This design comes from an exercise in tuning for small area, a short achievable clock period and few clock cycles on the open sky130 flow, not from production work.
Power is estimated from default activity; no workload was simulated.

== lane 1 ==
==> module xvcd_clkdiv, before the edit <==
module xvcd_clkdiv (
    input  wire        clk,
    input  wire        rst,           
    input  wire        in_valid,
    output wire        in_ready,
    input  wire [31:0] in_hz,         
    input  wire        in_hs,         
    output reg         out_valid,
    input  wire        out_ready,
    output wire [15:0] out_divisor,
    output wire [31:0] out_achieved,  
    output reg         out_base_high,
    output reg         out_clamped,
    output reg         out_err        
);
    localparam [22:0] M_STD = 23'd5_999_999;    
    localparam [2:0] S_IDLE  = 3'd0,
                     S_SETUP = 3'd1,    
                     S_DIV1  = 3'd2,    
                     S_DIV2  = 3'd3,    
                     S_TAB   = 3'd4,    
                     S_DONE  = 3'd5;
    reg  [2:0]  state;
    reg  [22:0] rem;         
    reg  [22:0] den;         
    reg  [24:0] quo;         
    reg  [4:0]  cnt;         
    reg         m_bit;       
    assign in_ready     = (state == S_IDLE);
    assign out_divisor  = den[15:0];
    wire [25:0] inc_c;
    assign inc_c[0] = 1'b1;
    genvar g;
    generate
        for (g = 0; g < 25; g = g + 1) begin : g_inc
            assign inc_c[g + 1] = inc_c[g] & quo[g];
        end
    endgenerate
    assign out_achieved = {7'd0, quo ^ inc_c[24:0]};
    function automatic ge_c(input [31:0] x, input [31:0] c);
        integer j;
        reg     r;
        begin
            r = 1'b1;
            for (j = 0; j < 32; j = j + 1)
                r = c[j] ? (x[j] & r) : (x[j] | r);
            ge_c = r;
        end
    endfunction
    wire ge_92    = ge_c(in_hz, 32'd92);
    wire ge_6m    = ge_c(in_hz, 32'd6_000_000);
    wire gt_6m    = ge_c(in_hz, 32'd6_000_001);
    wire gt_30m   = ge_c(in_hz, 32'd30_000_001);
    wire ge_30m   = ge_c(in_hz, 32'd30_000_000);
    wire ge_15m   = ge_c(in_hz, 32'd15_000_000);
    wire ge_10m   = ge_c(in_hz, 32'd10_000_000);
    wire ge_7m5   = ge_c(in_hz, 32'd7_500_000);
    wire high     = in_hs & gt_6m;
    wire [2:0] hdiv = ge_30m ? 3'd0 : ge_15m ? 3'd1 : ge_10m ? 3'd2 :
                      ge_7m5 ? 3'd3 : 3'd4;
    wire [22:0] lz_in = {quo[21:0], 1'b1};
    wire [23:0] above;                        
    assign above[23] = 1'b0;
    generate
        for (g = 22; g >= 0; g = g - 1) begin : g_above
            assign above[g] = above[g + 1] | lz_in[g];
        end
    endgenerate
    wire [22:0] lead = lz_in & ~above[23:1];   
    reg [4:0]  k_start;
    reg [22:0] rem_init;
    reg        m_init;
    integer    i;
    always @(*) begin
        k_start  = 5'd0;
        rem_init = 23'd0;
        m_init   = 1'b0;
        for (i = 0; i < 23; i = i + 1) begin
            k_start  = k_start  | ({5{lead[i]}} & (5'd22 - i[4:0]));
            rem_init = rem_init | ({23{lead[i]}} & (M_STD >> (23 - i)));
            m_init   = m_init   | (lead[i] & M_STD[22 - i]);
        end
    end
    wire [4:0]  cnt_dec = cnt - 5'd1;
    wire [23:0] rem_sh  = {rem, m_bit};
    wire [23:0] sb_b = {1'b1, ~den};
    wire [24:0] sb_c;
    assign sb_c[0] = (state != S_DIV2);
    generate
        for (g = 0; g < 24; g = g + 1) begin : g_sub
            assign sb_c[g + 1] = (rem_sh[g] & sb_b[g]) | ((rem_sh[g] | sb_b[g]) & sb_c[g]);
        end
    endgenerate
    wire [24:0] rem_sub = {~sb_c[24], rem_sh ^ sb_b ^ sb_c[23:0]};
    wire        q_bit   = sb_c[24];
    wire [22:0] rem_nxt = q_bit ? rem_sub[22:0] : rem_sh[22:0];
    wire [24:0] q_next  = {quo[23:0], q_bit};
    wire        last    = (cnt == 5'd0);
    wire        start2  = (state == S_DIV1) && last && (quo[23:2] != 22'd0);
    wire [2:0]  ti = den[2:0];
    wire [24:0] tab_std =
        ti[2] ? (ti[1] ? (ti[0] ? 25'd749_999   : 25'd857_142)
                       : (ti[0] ? 25'd999_999   : 25'd1_199_999))
              : (ti[1] ? (ti[0] ? 25'd1_499_999 : 25'd1_999_999)
                       : (ti[0] ? 25'd2_999_999 : 25'd5_999_999));
    wire [24:0] tab_high =
        ti[2] ? 25'd5_999_999
              : (ti[1] ? (ti[0] ? 25'd7_499_999 : 25'd9_999_999)
                       : (ti[0] ? 25'd14_999_999 : 25'd29_999_999));
    wire [24:0] tab = out_base_high ? tab_high : tab_std;
    always @(posedge clk) begin
        if (state == S_SETUP || start2) begin
            rem   <= rem_init;
            cnt   <= k_start;
            m_bit <= m_init;
        end else begin
            rem   <= rem_nxt;
            cnt   <= cnt_dec;
            m_bit <= M_STD[cnt_dec];
        end
    end
    always @(posedge clk) begin
        if (rst) begin
            state     <= S_IDLE;
            out_valid <= 1'b0;
        end else begin
            case (state)
            S_IDLE: begin
                if (in_valid) begin
                    out_err       <= !ge_92;
                    out_base_high <= high;
                    out_clamped   <= in_hs ? gt_30m : gt_6m;
                    if (!ge_92) begin
                        out_valid <= 1'b1;
                        state     <= S_DONE;
                    end else if (ge_6m) begin
                        den   <= high ? {20'd0, hdiv} : 23'd0;
                        state <= S_TAB;
                    end else begin
                        den   <= in_hz[22:0];
                        quo   <= {3'd0, in_hz[22:1]};
                        state <= S_SETUP;
                    end
                end
            end
            S_SETUP: begin
                quo   <= 25'd0;
                state <= S_DIV1;
            end
            S_DIV1: begin
                if (last) begin
                    den <= q_next[22:0];
                    quo <= 25'd0;
                    state <= start2 ? S_DIV2 : S_TAB;
                end else begin
                    quo <= q_next;
                end
            end
            S_DIV2: begin
                quo <= q_next;
                if (last) begin
                    out_valid <= 1'b1;
                    state     <= S_DONE;
                end
            end
            S_TAB: begin
                quo       <= tab;
                out_valid <= 1'b1;
                state     <= S_DONE;
            end
            S_DONE: begin
                if (out_ready) begin
                    out_valid <= 1'b0;
                    state     <= S_IDLE;
                end
            end
            default: state <= S_IDLE;
            endcase
        end
    end
endmodule
export LEC_CHECK = 0
export CAP_MARGIN = 20
export CORE_MARGIN = 2
export CORE_UTILIZATION = 40
export PLACE_DENSITY = 0.6
export SLEW_MARGIN = 20
create_clock -name core_clock -period 8.0 [get_ports {clk}]
run.sh (not shown) runs the stock make flow with config.mk's settings and CLKGATE_MAP_FILE= SYNTH_SCRIPT=/design/flow/synth_recipe.tcl, a recipe that flattens the netlist after the stock synthesis.
Although lane 1 finished all stages, its layout failed final checks on negative setup slack.
What lane 2 does differently from lane 1 at the input level:
--- a/flow/design.v
+++ b/flow/design.v
@@ -83,16 +83,9 @@
     end
     wire [4:0]  cnt_dec = cnt - 5'd1;
     wire [23:0] rem_sh  = {rem, m_bit};
-    wire [23:0] sb_b = {1'b1, ~den};
-    wire [24:0] sb_c;
-    assign sb_c[0] = (state != S_DIV2);
-    generate
-        for (g = 0; g < 24; g = g + 1) begin : g_sub
-            assign sb_c[g + 1] = (rem_sh[g] & sb_b[g]) | ((rem_sh[g] | sb_b[g]) & sb_c[g]);
-        end
-    endgenerate
-    wire [24:0] rem_sub = {~sb_c[24], rem_sh ^ sb_b ^ sb_c[23:0]};
-    wire        q_bit   = sb_c[24];
+    wire [25:0] rem_add = {1'b0, rem_sh, 1'b1} + {2'b11, ~den, state != S_DIV2};
+    wire [24:0] rem_sub = rem_add[25:1];
+    wire        q_bit   = !rem_sub[24];
     wire [22:0] rem_nxt = q_bit ? rem_sub[22:0] : rem_sh[22:0];
     wire [24:0] q_next  = {quo[23:0], q_bit};
     wire        last    = (cnt == 5'd0);
Findings:
Compared with lane 1, lane 2 shows setup skew after layout lower by 0.0051 ns.
[lane 2 vs lane 1] logic depth of the worst register-to-register path: lower in lane 2
Between lane 2 and lane 1, it is lane 2 whose combined global-route utilization of all metal layers is higher, by 0.40 points.
Delta (lane 2 minus lane 1): die area went up by 3.8%, layout overhead on the synthesized area dropped 5.8 points, leakage power grew by 3.0%.
Looking only at core utilization, and setting everything else aside, the lower value of lane 1 and lane 2 goes to lane 2.
Number of gates resized after cts (higher): lane 1
Compared with lane 1, lane 2 is the less power-hungry design.
Upper clock frequency limit ends up higher on lane 2.
Lane 2 was carried through to the last stage, and its layout satisfied the timing, design-rule and antenna checks.
Of lane 1 and lane 2, the run reporting the lower post-synthesis area per instance was lane 2.
Lane 1 has higher required time of the critical path than lane 2.
Lane 2 — met3 wirelength from detailed routing 41% higher, lane 1 as reference
Function was not checked in any run of this note: the RTL went through the layout flow alone.

-- static timing again, ports no longer ideal --
The results above use ideal ports. As a check the final layouts listed here were re-extracted and re-timed, cells and wires unchanged.
Step 1, drivers: a clkbuf_16 drives clk and a buf_2 each remaining input, both assumed.
Step 2, shift: input delay + t, output delay - t, t = (earliest + latest rising clock arrival at the registers) / 2. This alone moves slack from input paths to output paths.
Slacks: no drivers / after step 1 / after step 2; pairs: no drivers / after step 1.
run	shift t [ns]	setup slack, ns	hold slack, ns	clock arrival spread, ns	slew at the worst register clock pin (ns)
lane 1	0.396	-1.217 / -1.217 / -1.217	0.498 / 0.498 / 0.498	0.015 / 0.014	0.08 / 0.08
lane 2	0.396	0.568 / 0.521 / 0.916	0.499 / 0.499 / 0.499	0.010 / 0.009	0.07 / 0.07
